Context: an optimization exercise on an open-source flow, tuned for small area, a short achievable clock period and few clock cycles per item. The choices shown serve that exercise and are no tape-out recipe.
Function was checked by simulation only, so behaviour that the tests miss may differ from the original.
Power and IR drop assume default switching activity.

## config.mk

```make
export PLATFORM = sky130hd
export DESIGN_NAME = psg_envpass
export DESIGN_NICKNAME = psg_envpass
export VERILOG_FILES = /design/flow/design.v
export SDC_FILE = /design/flow/constraint.sdc
export NUM_CORES = 4
export LEC_CHECK = 0
export CAP_MARGIN = 20
export CORE_MARGIN = 2
export CORE_UTILIZATION = 28
export PLACE_DENSITY = 0.33
export SLEW_MARGIN = 20
```

## constraint.sdc

```tcl
create_clock -name core_clock -period 12.0 [get_ports {clk}]
set_input_delay 2.4000 -clock core_clock [delete_from_list [all_inputs] [get_ports {clk}]]
set_output_delay 2.4000 -clock core_clock [all_outputs]
set_load 0.01 [all_outputs]
```

## design.v

```verilog
module psg_envpass (
    input  wire        clk,
    input  wire        rst,
    input  wire        ld_we,
    input  wire [2:0]  ld_track,
    input  wire [3:0]  ld_addr,
    input  wire [31:0] ld_data,
    input  wire        cmd_valid,
    input  wire [1:0]  cmd_op,
    output wire        cmd_ready,
    output reg         res_valid,
    output reg  [5:0]  res_upd,
    output reg  [5:0]  res_env,
    output reg  [95:0] res_val,
    output reg         res_done
);
    localparam OP_TRIG = 2'd0;
    localparam OP_REL  = 2'd1;
    localparam OP_TICK = 2'd2;
    localparam [15:0] CUTOFF_MAX = 16'd20000;
    localparam S_IDLE  = 3'd0;
    localparam S_EVAL  = 3'd1;
    localparam S_MUL   = 3'd2;
    localparam S_DIV   = 3'd3;
    localparam S_APPLY = 3'd4;
    localparam S_TERM  = 3'd5;
    reg [31:0] pts [0:71];
    reg [31:0] hdr [0:5];
    always @(posedge clk) begin
        if (ld_we && ld_track < 3'd6) begin
            if (ld_addr < 4'd12)
                pts[ld_track * 12 + ld_addr] <= ld_data;
            else if (ld_addr == 4'd12)
                hdr[ld_track] <= ld_data;
        end
    end
    reg [15:0] tick [0:5];
    reg [3:0]  pnt  [0:5];
    reg        released;
    reg        live;
    reg [2:0]  state;
    reg [2:0]  k;
    reg signed [16:0] diff;      
    reg [15:0]        num;       
    reg [15:0]        den;       
    reg signed [15:0] ay;
    reg               neg;
    reg [31:0]        quo;       
    reg [16:0]        rem;
    reg [5:0]         cnt;
    assign cmd_ready = (state == S_IDLE);
    wire [31:0] h       = hdr[k];
    wire [7:0]  h_n     = h[7:0];
    wire [7:0]  h_sus   = h[15:8];
    wire [7:0]  h_ls    = h[23:16];
    wire [7:0]  h_le    = h[31:24];
    wire [3:0]  ci      = pnt[k];
    wire [15:0] ct      = tick[k];
    wire [6:0]  base    = k * 12;
    wire [31:0] pa      = pts[base + ci];
    wire [31:0] pb      = pts[base + ci + 4'd1];
    wire [15:0] t1      = ct + 16'd1;
    wire        hold    = ((ci == h_sus) && !released) || ({4'd0, ci} == h_n - 8'd1);
    wire        arrive  = (t1 >= pb[31:16]);
    wire [3:0]  i_next  = ci + 4'd1;
    wire        do_loop = ({4'd0, i_next} == h_le) && (h_ls < 8'd12) && !released;
    wire [3:0]  i_arr   = do_loop ? h_ls[3:0] : i_next;
    wire [31:0] p_arr   = pts[base + i_arr];
    wire [15:0] t_arr   = do_loop ? p_arr[31:16] : t1;
    reg signed [15:0] v;
    always @* begin
        if (state == S_APPLY)
            v = ay + (neg ? -quo[15:0] : quo[15:0]);
        else if (hold)
            v = pa[15:0];
        else
            v = p_arr[15:0];
    end
    reg [15:0] conv;
    always @* begin
        case (k)
            3'd1:    conv = (v > 16'sd255)  ? 16'd255 :
                            (v < -16'sd255) ? -16'd255 : v;
            3'd2:    conv = v[15] ? 16'd0 : v;
            3'd4:    conv = v[15] ? 16'd0 :
                            (v > $signed(CUTOFF_MAX)) ? CUTOFF_MAX : v;
            default: conv = v[15] ? 16'd0 :
                            (v > 16'sd255) ? 16'd255 : v;
        endcase
    end
    reg haspts, allend;
    integer j;
    integer m;
    always @* begin
        haspts = 1'b0;
        allend = 1'b1;
        for (j = 0; j < 6; j = j + 1) begin
            if (hdr[j][7:0] != 8'd0) begin
                haspts = 1'b1;
                if ({4'd0, pnt[j]} != hdr[j][7:0] - 8'd1)
                    allend = 1'b0;
            end
        end
    end
    wire term = (haspts && allend) || (hdr[0][7:0] == 8'd0 && released);
    wire [32:0] sub  = {16'd0, rem[15:0], quo[31]} - {17'd0, den};
    wire [16:0] adiff = diff[16] ? (17'd0 - diff) : diff;
    always @(posedge clk) begin
        if (rst) begin
            state     <= S_IDLE;
            live      <= 1'b0;
            released  <= 1'b0;
            res_valid <= 1'b0;
            res_upd   <= 6'd0;
            res_env   <= 6'd0;
            res_val   <= 96'd0;
            res_done  <= 1'b0;
            k         <= 3'd0;
        end else begin
            res_valid <= 1'b0;
            case (state)
                S_IDLE: begin
                    if (cmd_valid) begin
                        case (cmd_op)
                            OP_TRIG: begin
                                for (m = 0; m < 6; m = m + 1) begin
                                    tick[m] <= 16'd0;
                                    pnt[m]  <= 4'd0;
                                end
                                released <= 1'b0;
                                live     <= 1'b1;
                            end
                            OP_REL: released <= 1'b1;
                            OP_TICK: begin
                                res_upd  <= 6'd0;
                                res_env  <= 6'd0;
                                res_val  <= 96'd0;
                                res_done <= 1'b0;
                                k        <= 3'd0;
                                state    <= live ? S_EVAL : S_TERM;
                            end
                            default: ;
                        endcase
                    end
                end
                S_EVAL: begin
                    if (h_n == 8'd0) begin
                        if (ct == 16'd0) begin
                            res_upd[k] <= 1'b1;
                            tick[k]    <= 16'd1;
                        end
                        k     <= k + 3'd1;
                        state <= (k == 3'd5) ? S_TERM : S_EVAL;
                    end else if (hold || arrive) begin
                        if (!hold) begin
                            tick[k] <= t_arr;
                            pnt[k]  <= i_arr;
                        end
                        res_upd[k] <= 1'b1;
                        res_env[k] <= 1'b1;
                        res_val[k*16 +: 16] <= conv;
                        k     <= k + 3'd1;
                        state <= (k == 3'd5) ? S_TERM : S_EVAL;
                    end else begin
                        tick[k] <= t1;
                        diff    <= $signed({pb[15], pb[15:0]}) - $signed({pa[15], pa[15:0]});
                        num     <= t1 - pa[31:16];
                        den     <= pb[31:16] - pa[31:16];
                        ay      <= pa[15:0];
                        state   <= S_MUL;
                    end
                end
                S_MUL: begin
                    neg   <= diff[16];
                    quo   <= adiff * num;
                    rem   <= 17'd0;
                    cnt   <= 6'd32;
                    state <= S_DIV;
                end
                S_DIV: begin
                    if (sub[32]) begin
                        rem <= {rem[15:0], quo[31]};
                        quo <= {quo[30:0], 1'b0};
                    end else begin
                        rem <= sub[16:0];
                        quo <= {quo[30:0], 1'b1};
                    end
                    cnt <= cnt - 6'd1;
                    if (cnt == 6'd1)
                        state <= S_APPLY;
                end
                S_APPLY: begin
                    res_upd[k] <= 1'b1;
                    res_env[k] <= 1'b1;
                    res_val[k*16 +: 16] <= conv;
                    k     <= k + 3'd1;
                    state <= (k == 3'd5) ? S_TERM : S_EVAL;
                end
                S_TERM: begin
                    if (live && term) begin
                        live     <= 1'b0;
                        res_done <= 1'b1;
                    end
                    res_valid <= 1'b1;
                    state     <= S_IDLE;
                end
                default: state <= S_IDLE;
            endcase
        end
    end
endmodule
```

## run.sh

```bash
#!/bin/bash
# synth_recipe.tcl (not shown) runs the flow's synth.tcl, then flattens the netlist and writes it again
# the make line also repeats each setting of config.mk as NAME=value (left out here)
make -C /OpenROAD-flow-scripts/flow DESIGN_CONFIG=/design/flow/config.mk WORK_HOME=/design/flow/orfs CLKGATE_MAP_FILE= SYNTH_SCRIPT=/design/flow/synth_recipe.tcl finish
```

==> run notes <==
# TYPE chip_impl_metric gauge
chip_impl_metric{name="drt-vias-per-instance",unit=""} 5.94
chip_impl_metric{name="postRouteAntennaNets",unit=""} 0
chip_impl_metric{name="clkLatencyLatePin",unit="ps"} 1050
chip_impl_info{name="cts_tree",value="done"} 1
chip_impl_metric{name="die_w",unit="um"} 786
chip_impl_metric{name="post-route-worst-setup-slack",unit="ps"} 268
chip_impl_metric{name="p_leak",unit="nW"} 69.6
chip_impl_metric{name="grt_max_degree",unit=""} 131
chip_impl_metric{name="cts.path.max_buffers",unit=""} 4
chip_impl_info{name="crit_path_top_delay_cell",value="o211ai_1"} 1
chip_impl_info{name="commonest_cells_after_routing_fill_and_taps_aside",value="4,108 x nand2_1, 2,840 x edfxtp_1, 1,271 x nand3_1"} 1
chip_impl_metric{name="timing.critical_path.arrival",unit="ps"} 12630
chip_impl_metric{name="clk_transition_reported_paths",unit="ps"} 60
chip_impl_metric{name="detailedPlacementHpwl",unit="um"} 587000
chip_impl_metric{name="cts_num_sinks",unit=""} 2961
chip_impl_metric{name="fraction_of_layout_cells_with_a_size_suffix_above_1",unit="%"} 14.9
chip_impl_metric{name="ys.warnings.count",unit=""} 1
chip_impl_metric{name="worst_pin_slew",unit="ps"} 1340
chip_impl_metric{name="row_count",unit=""} 287
chip_impl_metric{name="overflow",unit=""} 0
chip_impl_metric{name="antenna_found_initial",unit=""} 86
chip_impl_metric{name="time_the_final_worst_path_needs_with_i_o_delays_and_setup",unit="ps"} 11730
chip_impl_info{name="grt_setup_unrepaired",value="false"} 1
chip_impl_metric{name="critical_path_required",unit="ps"} 12900
chip_impl_metric{name="io_pins",unit=""} 156
chip_impl_metric{name="layout.nets",unit=""} 15800
chip_impl_metric{name="post_cts_hold_buffer_count",unit=""} 0
chip_impl_metric{name="setup_tns",unit="ps"} 0
chip_impl_metric{name="pins_over_slew_limit",unit=""} 0
chip_impl_metric{name="cts.repair_timing.setup_buffer_count",unit=""} 0
chip_impl_metric{name="global_route_wire_length_before_repair",unit="um"} 1240000
chip_impl_metric{name="ys_ff_latch",unit=""} 2961
chip_impl_info{name="worst_setup_path_end_kind",value="flip-flop"} 1
chip_impl_metric{name="cts_resized",unit=""} 0
chip_impl_metric{name="die-area",unit="mm2"} 0.617
chip_impl_metric{name="setup_viol",unit=""} 0
chip_impl_metric{name="vdd_ir_drop_max",unit="uV"} 1590
chip_impl_metric{name="maxClockFrequency",unit="GHz"} 0.0852
chip_impl_metric{name="slew_headroom",unit="%"} 10.3
chip_impl_metric{name="power_density_of_the_placed_cells",unit="mW/mm2"} 383
chip_impl_metric{name="drtPass1Iterations",unit=""} 6
chip_impl_info{name="min-delay-start",value="res_val[33]"} 1
chip_impl_metric{name="worst-path-max-fanout",unit=""} 25
chip_impl_metric{name="area_growth",unit="%"} 15.3
chip_impl_info{name="run_status",value="complete, no violations"} 1
chip_impl_metric{name="cap_viol_max_count",unit=""} 0
chip_impl_metric{name="gp_congestion",unit=""} 0.912
chip_impl_metric{name="dp_slack",unit="ps"} 201
chip_impl_metric{name="final_util",unit="%"} 32.4
chip_impl_metric{name="synthDominantCellAreaShare",unit="%"} 49.9
chip_impl_metric{name="yosysUniqueCellTypes",unit=""} 95
chip_impl_metric{name="mappedNetlistArea",unit="mm2"} 0.171
chip_impl_metric{name="cts_max_level",unit=""} 5
chip_impl_metric{name="die_h",unit="um"} 786
chip_impl_info{name="cp-start-kind",value="flip-flop"} 1
chip_impl_info{name="synthTopCellsByArea",value="edfxtp_1 50%, mux4_2 12%, nand2_1 9.0%"} 1
chip_impl_info{name="layout.cells.most_common",value="nand2_1"} 1
chip_impl_metric{name="detail_route.iter0.violations",unit=""} 19100
chip_impl_metric{name="fin_hold_ws",unit="ps"} 456
chip_impl_info{name="yosys_most_used_dff",value="edfxtp_1"} 1
chip_impl_metric{name="total_number_of_vias",unit=""} 141000
chip_impl_info{name="worst_path_most_repeated_cell",value="buf_4"} 1
chip_impl_metric{name="grt_pass1_vias",unit=""} 135000
chip_impl_info{name="cts.root.buffer_cell",value="clkbuf_16"} 1
chip_impl_metric{name="drt_drc_violations_left",unit=""} 0
chip_impl_info{name="min_path_type",value="reg -> reg"} 1
chip_impl_metric{name="route.detailed.wl_per_inst",unit="um"} 39.0
chip_impl_metric{name="post_synth_edffs",unit=""} 2840
chip_impl_metric{name="hold_violations",unit=""} 0
chip_impl_metric{name="postRouteWirelength",unit="um"} 927000
chip_impl_metric{name="skew",unit="ps"} 68.0
chip_impl_metric{name="critical_path.max_stage_delay",unit="ps"} 1060
chip_impl_metric{name="synth_sequential_area_ratio",unit="%"} 51.3
chip_impl_metric{name="asyncSetResetFlopFracSynth",unit="%"} 0
chip_impl_info{name="netlist.top_cell.by_area",value="edfxtp_1"} 1
chip_impl_metric{name="initial_core_util",unit="%"} 28.1
chip_impl_metric{name="synth.avg_cell_area",unit="um2"} 11.2
chip_impl_metric{name="grt_util_all_layers",unit="%"} 29.1
chip_impl_metric{name="synthesis.instances",unit=""} 15300
chip_impl_info{name="timing.setup.critical_path_class",value="reg -> reg"} 1
chip_impl_metric{name="core_area",unit="mm2"} 0.610
chip_impl_metric{name="post-route-period-util",unit="%"} 97.8
chip_impl_metric{name="port_buffers",unit=""} 155
chip_impl_metric{name="numCtsBuffers",unit=""} 386
synthesized netlist by cell type, types with 35 or more instances:
master and instances:
a31oi_1 250, nor2b_1 44, mux4_2 910, o211ai_1 53
a22oi_1 35, dfxtp_1 121, xnor2_1 116, nor4_1 62
nand3_1 1272, buf_2 144, fa_1 217, mux2i_1 307
mux2_2 47, a21o_1 51, and2_1 127, nor3_1 96
xor2_1 73, edfxtp_1 2840, a311oi_1 460, nand2_1 4110
nand4_1 36, inv_1 392, clkbuf_1 781, ha_1 232
nor2_1 415, buf_1 263, o22ai_1 44, o21ai_0 205
a21oi_1 444, and3_1 486, nand2b_1 38, a211oi_1 165
routing by layer:
layer / track usage [%] / wire (um) / vias up
met1: 39.9 / 390000 / 73600
met3: 5.78 / 80400 / 1652
met2: 44.6 / 407000 / 8519
li1: - / - / 57300
met4: 12.9 / 48500 / 28
met5: 0 / 198 / -
registers in the layout, summed over array words and instances, names as in the netlist, 6 cells and up, named ones only:
name / flops
den: 16
rem: 16
diff: 17
res_val: 96
pts: 2304
tick: 128
num: 16
cnt: 6
quo: 32
res_env: 6
pnt: 32
ay: 16
res_upd: 6
hdr: 256
worst max-delay path: cells and delay by family, from the launching register on:
family / cells / cell delay [ps]
AO/OA/AOI/OAI: 10 / 3660
XOR/XNOR: 1 / 420
adder cells (fa/ha/maj): 4 / 1560
buffers and inverters: 7 / 1790
flip-flops: 1 / 540
multiplexers: 2 / 900
AND/OR/NAND/NOR: 7 / 2630
path summary, 6_finish.rpt:
| check | to | slack, ps | depth (start not counted) |
|---|---|---|---|
| worst max-delay path | res_val[26] | 270 | 31 |
| worst min-delay path | res_val[33] | 460 | 2 |
| worst max register to register | res_val[26] | 270 | 31 |
| worst min register to register | res_val[33] | 460 | 2 |
power breakdown:
| group | switching (mW) | internal [mW] |
|---|---|---|
| Sequential | 0.213 | 13.1 |
| Clock | 4.98 | 6.54 |
| Combinational | 31.7 | 19.0 |
layout make-up:
cell class | count | area, um2
fill | 60600 | 412000
sequential | 2961 | 87700
multi-input combinational | 10800 | 78500
clock buffer | 471 | 10200
tap | 8092 | 10100
timing repair buffer | 766 | 7110
clock inverter | 233 | 1970
inverter | 398 | 1510
antenna | 19 | 47.5
per-stage QoR:
stage                     instances  area, um2  total power, mW
after floorplan               15400     171000             47.3
after global placement        23000     184000             64.1
after detailed placement      23000     185000             64.1
after CTS                     23700     197000             76.0
after global routing          23700     197000             79.9
final                         23800     197000             75.5
cell families after synthesis:
family | synth area share, %
xor gates and xnor gates | 1.01
and+or+nand+nor | 17.2
DFF | 51.3
adders and majority gates | 4.24
buffers and inverters | 3.65
AOI/OAI and AO/OA | 8.50
muxes | 14.1
other | 0.00219
Testbench counts, summed over its fixed seeds: cycles 759,561, ticks 9,029.

-- port drivers added, routing unchanged --
The results above use ideal ports. As a check the final layout listed here was re-extracted and re-timed, cells and wires unchanged. Step 1 sets driving cells, clkbuf_16 on the clock port and buf_2 on the other inputs (assumed; they add their load-dependent delay and slew). Step 2 times the ports against the registers' clock, not the clock port: input delays grow and output delays shrink by t, the midpoint of the rising clock arrivals with the driver on. a / b / c = no drivers / after step 1 / after step 2; a / b = the first two.
shift t [ns]: 1.149
slack for setup (ns): 0.268 / 0.268 / 0.268
hold slack, ns: 0.456 / 0.456 / 0.456
worst data-port slew with drivers (ns): 0.23
cell pins on the clock port's net: 1
After both steps this run still meets setup and hold. For this run, drivers alone change the setup slack by 0.000 ns; drivers and shift together by 0.000 ns.
